From an optimization exercise on the open Yosys and OpenROAD flow, aimed at small area and a short achievable clock period; shortcuts taken in it are not production practice.
RTL that was checked went through simulation tests only; none was proved equivalent to the original.
Power and IR drop assume default switching activity.

run a:
==> flow/design.v <==
module qd256 (
    input  wire       clk,
    input  wire       rst,
    input  wire       cmd_valid,
    input  wire [2:0] cmd_op,
    input  wire [7:0] cmd_a,
    input  wire [7:0] cmd_b,
    output reg        res_valid,
    output reg  [7:0] res,
    output wire       err
);
    reg [7:0] acc;
    reg       err_q;
    wire       use_acc = cmd_op[2];                  
    wire       inv     = ~(cmd_op[0] ^ cmd_op[2]);   
    wire       no_b    = cmd_op[1];                  
    wire [7:0] l    = use_acc ? acc : cmd_a;
    wire [7:0] r    = no_b ? 8'h00 : cmd_b;
    wire       jl   = l[7];
    wire       sub  = cmd_op[2] ? (acc[7] | cmd_op[0]) : (cmd_a[7] | cmd_op[1]);
    wire       cin  = jl;
    wire       nout = inv & ~jl;
    wire       flip = jl & (r[0] ^ (inv & l[0]));
    wire [6:0] ro = r[6:0] ^ {7{sub}};
    wire [6:0] lo = l[6:0];
    wire [7:0] g0 = {lo & ro, cin};
    wire [7:0] p0 = {lo ^ ro, 1'b0};
    wire [7:0] s8 = {lo, cin} + {ro, cin};
    wire [6:0] cc = s8[7:1] ^ p0[7:1];
    wire [6:0] sum = p0[7:1] ^ cc;
    wire [6:0] k    = sum ^ {7{nout}} ^ {flip, 6'd0};
    wire [7:0] out  = {jl ^ r[7], k};
    wire       emits = cmd_op[2] ? ~cmd_op[1] : (cmd_op[1] ^ cmd_op[0]);
    wire       v_enc = cmd_valid & (cmd_op == 3'b100);
    wire       v_dec = cmd_valid & (cmd_op == 3'b101);
    wire       v_clr = cmd_valid & (cmd_op == 3'b011);
    wire       hold  = ~(v_enc | v_dec | v_clr);
    wire [7:0] acc_d = ({8{v_enc}} & out) | ({8{v_dec}} & cmd_b) | ({8{hold}} & acc);
    always @(posedge clk) begin
        if (rst) begin
            acc       <= 8'h00;
            err_q     <= 1'b0;
            res_valid <= 1'b0;
        end else begin
            res_valid <= cmd_valid & emits;
            acc       <= acc_d;
            if (cmd_valid & cmd_op[2] & cmd_op[1])
                err_q <= 1'b1;
        end
    end
    always @(posedge clk)
        res <= out;
    assign err = err_q;
endmodule
clock: 10.0 ns
lec_check: 0
abc_area: 1
cap_margin: 20
core_area: 2 2 61 61
die_area: 0 0 63 63
slew_margin: 20
standard.sh (not shown) runs the stock make flow with config.mk's settings and CLKGATE_MAP_FILE= SYNTH_SCRIPT=/design/flow/synth_recipe.tcl, a recipe that flattens the netlist after the stock synthesis.
==> flow/flow/run.sh <==
#!/bin/bash
# Own layout flow: the standard synthesis unchanged, then the logic
# between the registers re-mapped for area by OpenROAD's restructure (ABC),
# then the standard layout with plain buf_1 port buffers and an internal
# setup target for repair_timing (flow/knobs.txt); CTS adds no dummy load cells.
set -euo pipefail
cd "$(dirname "${BASH_SOURCE[0]}")/.."
KNOBS=$(cat flow/knobs.txt)
RES=$PWD/orfs/results/$FLOW_PLATFORM/qd256/base
bash standard.sh synth > make_synth.log 2>&1
mkdir -p rmp_work
LIB=$FLOW_HOME/platforms/$FLOW_PLATFORM/lib/sky130_fd_sc_hd__tt_025C_1v80.lib
python3 flow/libfilter.py "$LIB" rmp_work/rmp.lib 'sky130_fd_sc_hd__probe*' 'sky130_fd_sc_hd__lpflow_*'
RES=$RES LIB=$LIB RMP_LIB=$PWD/rmp_work/rmp.lib \
  openroad -no_init -exit flow/rmp.tcl > openroad_rmp.log 2>&1
# shellcheck disable=SC2086
bash standard.sh $KNOBS \
  "BUFFER_PORTS_ARGS=-buffer_cell sky130_fd_sc_hd__buf_1" \
  "CTS_ARGS=-sink_clustering_enable -repair_clock_nets -dont_use_dummy_load" \
  finish > make_finish.log 2>&1
Other scripts of this flow, unchanged in this note and not shown: flow/flow/knobs.txt, flow/flow/libfilter.py, flow/flow/rmp.tcl
#### Input delta (run b over run a)
==> flow/design.v <==
module qd256 (
    input  wire       clk,
    input  wire       rst,
    input  wire       cmd_valid,
    input  wire [2:0] cmd_op,
    input  wire [7:0] cmd_a,
    input  wire [7:0] cmd_b,
    output reg        res_valid,
    output reg  [7:0] res,
    output wire       err
);
    reg [7:0] acc;
    reg       acc_in_res;
    reg       err_q;
    wire [7:0] acc_v = acc_in_res ? res : acc;
    wire       use_acc = cmd_op[2];                  
    wire       inv     = ~(cmd_op[0] ^ cmd_op[2]);   
    wire       no_b    = cmd_op[1];                  
    wire [7:0] l    = use_acc ? acc_v : cmd_a;
    wire [7:0] r    = no_b ? 8'h00 : cmd_b;
    wire       jl   = l[7];
    wire       sub  = jl | inv;                      
    wire       cin  = jl;                            
    wire       nout = inv & ~jl;                     
    wire       flip = jl & (r[0] ^ (inv & l[0]));    
    wire [6:0] ro   = r[6:0] ^ {7{sub}};
    wire [7:0] s8   = {l[6:0], cin} + {ro, cin};
    wire [6:0] k    = s8[7:1] ^ {7{nout}} ^ {flip, 6'd0};
    wire [7:0] out  = {jl ^ r[7], k};
    wire       emits = cmd_op[2] ? ~cmd_op[1] : (cmd_op[1] ^ cmd_op[0]);
    wire       v_enc = cmd_valid & (cmd_op == 3'b100);
    wire       v_dec = cmd_valid & (cmd_op == 3'b101);
    wire       v_clr = cmd_valid & (cmd_op == 3'b011);
    always @(posedge clk) begin
        if (rst) begin
            acc        <= 8'h00;
            acc_in_res <= 1'b0;
            err_q      <= 1'b0;
            res_valid  <= 1'b0;
        end else begin
            res_valid  <= cmd_valid & emits;
            acc        <= v_clr ? 8'h00 : v_dec ? cmd_b : acc_v;
            acc_in_res <= v_enc;
            if (cmd_valid & cmd_op[2] & cmd_op[1])
                err_q <= 1'b1;
        end
    end
    always @(posedge clk)
        res <= out;
    assign err = err_q;
endmodule
Findings:
- The final layouts of run a and run b pass the timing, DRC and antenna checks.
- Between run a and run b, the difference in critical path required time is negligible.
- On global router's overall resource usage, run a and run b are basically level.
- Instance count on the critical path was higher in the run labelled run a.
- Going from run a to run b, fraction of power spent switching nets lost 1.5 points, count of fill cells added during filler insertion picked up an extra 15, routed length on met3 lost 24%.
- Going from run a to run b, share of the core filled with cells in the final layout lower; post-detailed-route via-to-cell ratio lower; number of cells in the finished layout apart from fillers lower.
Function not checked in run a: the RTL went through the layout flow alone.

---

Another version of the RTL of qd256 (not shown whole).
==> module qd256, before the edit <==
module qd256 (
    input  wire       clk,
    input  wire       rst,
    input  wire       cmd_valid,
    input  wire [2:0] cmd_op,
    input  wire [7:0] cmd_a,
    input  wire [7:0] cmd_b,
    output reg        res_valid,
    output reg  [7:0] res,
    output wire       err
);
    reg [7:0] acc;
    reg       err_q;
    wire       use_acc = cmd_op[2];                  
    wire       inv     = ~(cmd_op[0] ^ cmd_op[2]);   
    wire       no_b    = cmd_op[1];                  
    wire [7:0] l    = use_acc ? acc : cmd_a;
    wire [7:0] r    = no_b ? 8'h00 : cmd_b;
    wire       jl   = l[7];
    wire       sub  = jl | inv;                      
    wire       cin  = jl;                            
    wire       nout = inv & ~jl;                     
    wire       flip = jl & (r[0] ^ (inv & l[0]));    
    wire [6:0] ro   = r[6:0] ^ {7{sub}};
    wire [7:0] s8   = {l[6:0], cin} + {ro, cin};
    wire [6:0] k    = s8[7:1] ^ {7{nout}} ^ {flip, 6'd0};
    wire [7:0] out  = {jl ^ r[7], k};
    wire       emits = cmd_op[2] ? ~cmd_op[1] : (cmd_op[1] ^ cmd_op[0]);
    wire       v_enc = cmd_valid & (cmd_op == 3'b100);
    wire       v_dec = cmd_valid & (cmd_op == 3'b101);
    wire       v_clr = cmd_valid & (cmd_op == 3'b011);
    wire       hold  = ~(v_enc | v_dec | v_clr);
    wire [7:0] acc_d = ({8{v_enc}} & out) | ({8{v_dec}} & cmd_b) | ({8{hold}} & acc);
    always @(posedge clk) begin
        if (rst) begin
            acc       <= 8'h00;
            err_q     <= 1'b0;
            res_valid <= 1'b0;
        end else begin
            res_valid <= cmd_valid & emits;
            acc       <= acc_d;
            if (cmd_valid & cmd_op[2] & cmd_op[1])
                err_q <= 1'b1;
        end
    end
    always @(posedge clk)
        res <= out;
    assign err = err_q;
endmodule
clock: 10.0 ns
lec_check: 0
abc_area: 1
cap_margin: 20
core_area: 2 2 61 61
die_area: 0 0 63 63
slew_margin: 20
==> flow/flow/knobs.txt <==
SETUP_SLACK_MARGIN=5.5 PLACE_DENSITY=0.7
==> flow/flow/libfilter.py <==
# Write a copy of a liberty file without the cells that match the given
# glob patterns (the platform's don't-use list), for restructure's ABC run.
import fnmatch, re, sys
src, dst = sys.argv[1], sys.argv[2]
pats = sys.argv[3:]
text = open(src).read()
out = []
i = 0
cell_re = re.compile(r'\n\s*cell\s*\(\s*"?([A-Za-z0-9_]+)"?\s*\)\s*\{')
while True:
    m = cell_re.search(text, i)
    if not m:
        out.append(text[i:])
        break
    name = m.group(1)
    # find the matching closing brace of this cell group
    depth = 0
    j = m.end() - 1
    while True:
        c = text[j]
        if c == '{':
            depth += 1
        elif c == '}':
            depth -= 1
            if depth == 0:
                break
        j += 1
    if any(fnmatch.fnmatchcase(name, p) for p in pats):
        out.append(text[i:m.start()])
    else:
        out.append(text[i:j + 1])
    i = j + 1
open(dst, 'w').write(''.join(out))
==> flow/flow/rmp.tcl <==
# Re-map the synthesized logic for area; registers and ports are untouched.
# ABC maps to a copy of the library without the platform's don't-use cells.
read_liberty $::env(LIB)
read_db $::env(RES)/1_synth.odb
read_sdc $::env(RES)/1_synth.sdc
report_design_area
restructure -target area -liberty_file $::env(RMP_LIB) \
  -tielo_port sky130_fd_sc_hd__conb_1/LO -tiehi_port sky130_fd_sc_hd__conb_1/HI \
  -work_dir rmp_work -abc_logfile rmp_work/abc.log
report_design_area
foreach inst [[ord::get_db_block] getInsts] {
  set m [[$inst getMaster] getName]
  if { [string match "*lpflow*" $m] || [string match "*probe*" $m] } {
    error "restructure used don't-use cell $m"
  }
}
write_db $::env(RES)/1_synth.odb
Scripts as last shown in full above: flow/flow/run.sh
Rerun with:
--- a/flow/design.v
+++ b/flow/design.v
@@ -14,19 +14,24 @@
     wire       use_acc = cmd_op[2];                  
     wire       inv     = ~(cmd_op[0] ^ cmd_op[2]);   
     wire       no_b    = cmd_op[1];                  
     wire [7:0] l    = use_acc ? acc : cmd_a;
     wire [7:0] r    = no_b ? 8'h00 : cmd_b;
     wire       jl   = l[7];
-    wire       sub  = jl | inv;                      
-    wire       cin  = jl;                            
-    wire       nout = inv & ~jl;                     
-    wire       flip = jl & (r[0] ^ (inv & l[0]));    
-    wire [6:0] ro   = r[6:0] ^ {7{sub}};
-    wire [7:0] s8   = {l[6:0], cin} + {ro, cin};
-    wire [6:0] k    = s8[7:1] ^ {7{nout}} ^ {flip, 6'd0};
+    wire       sub  = jl | inv;
+    wire       cin  = jl;
+    wire       nout = inv & ~jl;
+    wire       flip = jl & (r[0] ^ (inv & l[0]));
+    wire [6:0] ro = r[6:0] ^ {7{sub}};
+    wire [6:0] lo = l[6:0];
+    wire [7:0] g0 = {lo & ro, cin};
+    wire [7:0] p0 = {lo ^ ro, 1'b0};
+    wire [7:0] s8 = {lo, cin} + {ro, cin};
+    wire [6:0] cc = s8[7:1] ^ p0[7:1];
+    wire [6:0] sum = p0[7:1] ^ cc;
+    wire [6:0] k    = sum ^ {7{nout}} ^ {flip, 6'd0};
     wire [7:0] out  = {jl ^ r[7], k};
     wire       emits = cmd_op[2] ? ~cmd_op[1] : (cmd_op[1] ^ cmd_op[0]);
     wire       v_enc = cmd_valid & (cmd_op == 3'b100);
     wire       v_dec = cmd_valid & (cmd_op == 3'b101);
     wire       v_clr = cmd_valid & (cmd_op == 3'b011);
     wire       hold  = ~(v_enc | v_dec | v_clr);
Outcome: Via count climbs slightly. Sequential power is about the same. Cell area came out lower slightly. Total power goes down slightly. Clock power climbs by a few percent.
The RTL of the first run of this note was laid out without a check of its function.

-- port drivers added, routing unchanged --
In the flow no input, the clock included, has a driving cell. The finished layouts below were timed again as built, in two steps.
Step 1 sets driving cells, clkbuf_16 on the clock port and buf_2 on the other inputs (assumed; they add their load-dependent delay and slew).
Step 2 adds t to the input delays and takes it off the output delays; t is the mean of the earliest and latest rising clock arrival at the registers after step 1. Input paths then give back, and output paths get back, about the clock's delay inside the block.
a / b / c = ideal ports / drivers / drivers and shift; a / b = the first two.
| run | shift t [ns] | setup slack, ns | worst setup path at the end | worst data-port slew with drivers (ns) |
|---|---|---|---|---|
| run a | 0.313 | 5.621 / 5.624 / 5.311 | input to register | 0.04 |
| run b | 0.312 | 5.807 / 5.810 / 5.497 | input to register | 0.03 |
| the first run of note 2 | 0.305 | 5.646 / 5.636 / 5.331 | input to register | 0.04 |
| the second run of note 2 | 0.308 | 5.786 / 5.784 / 5.476 | input to register | 0.03 |
After both steps every run listed still meets setup and hold. The setup slack of the first run of note 2, which loses most, moves by -0.010 ns with the drivers and by -0.315 ns with both steps.
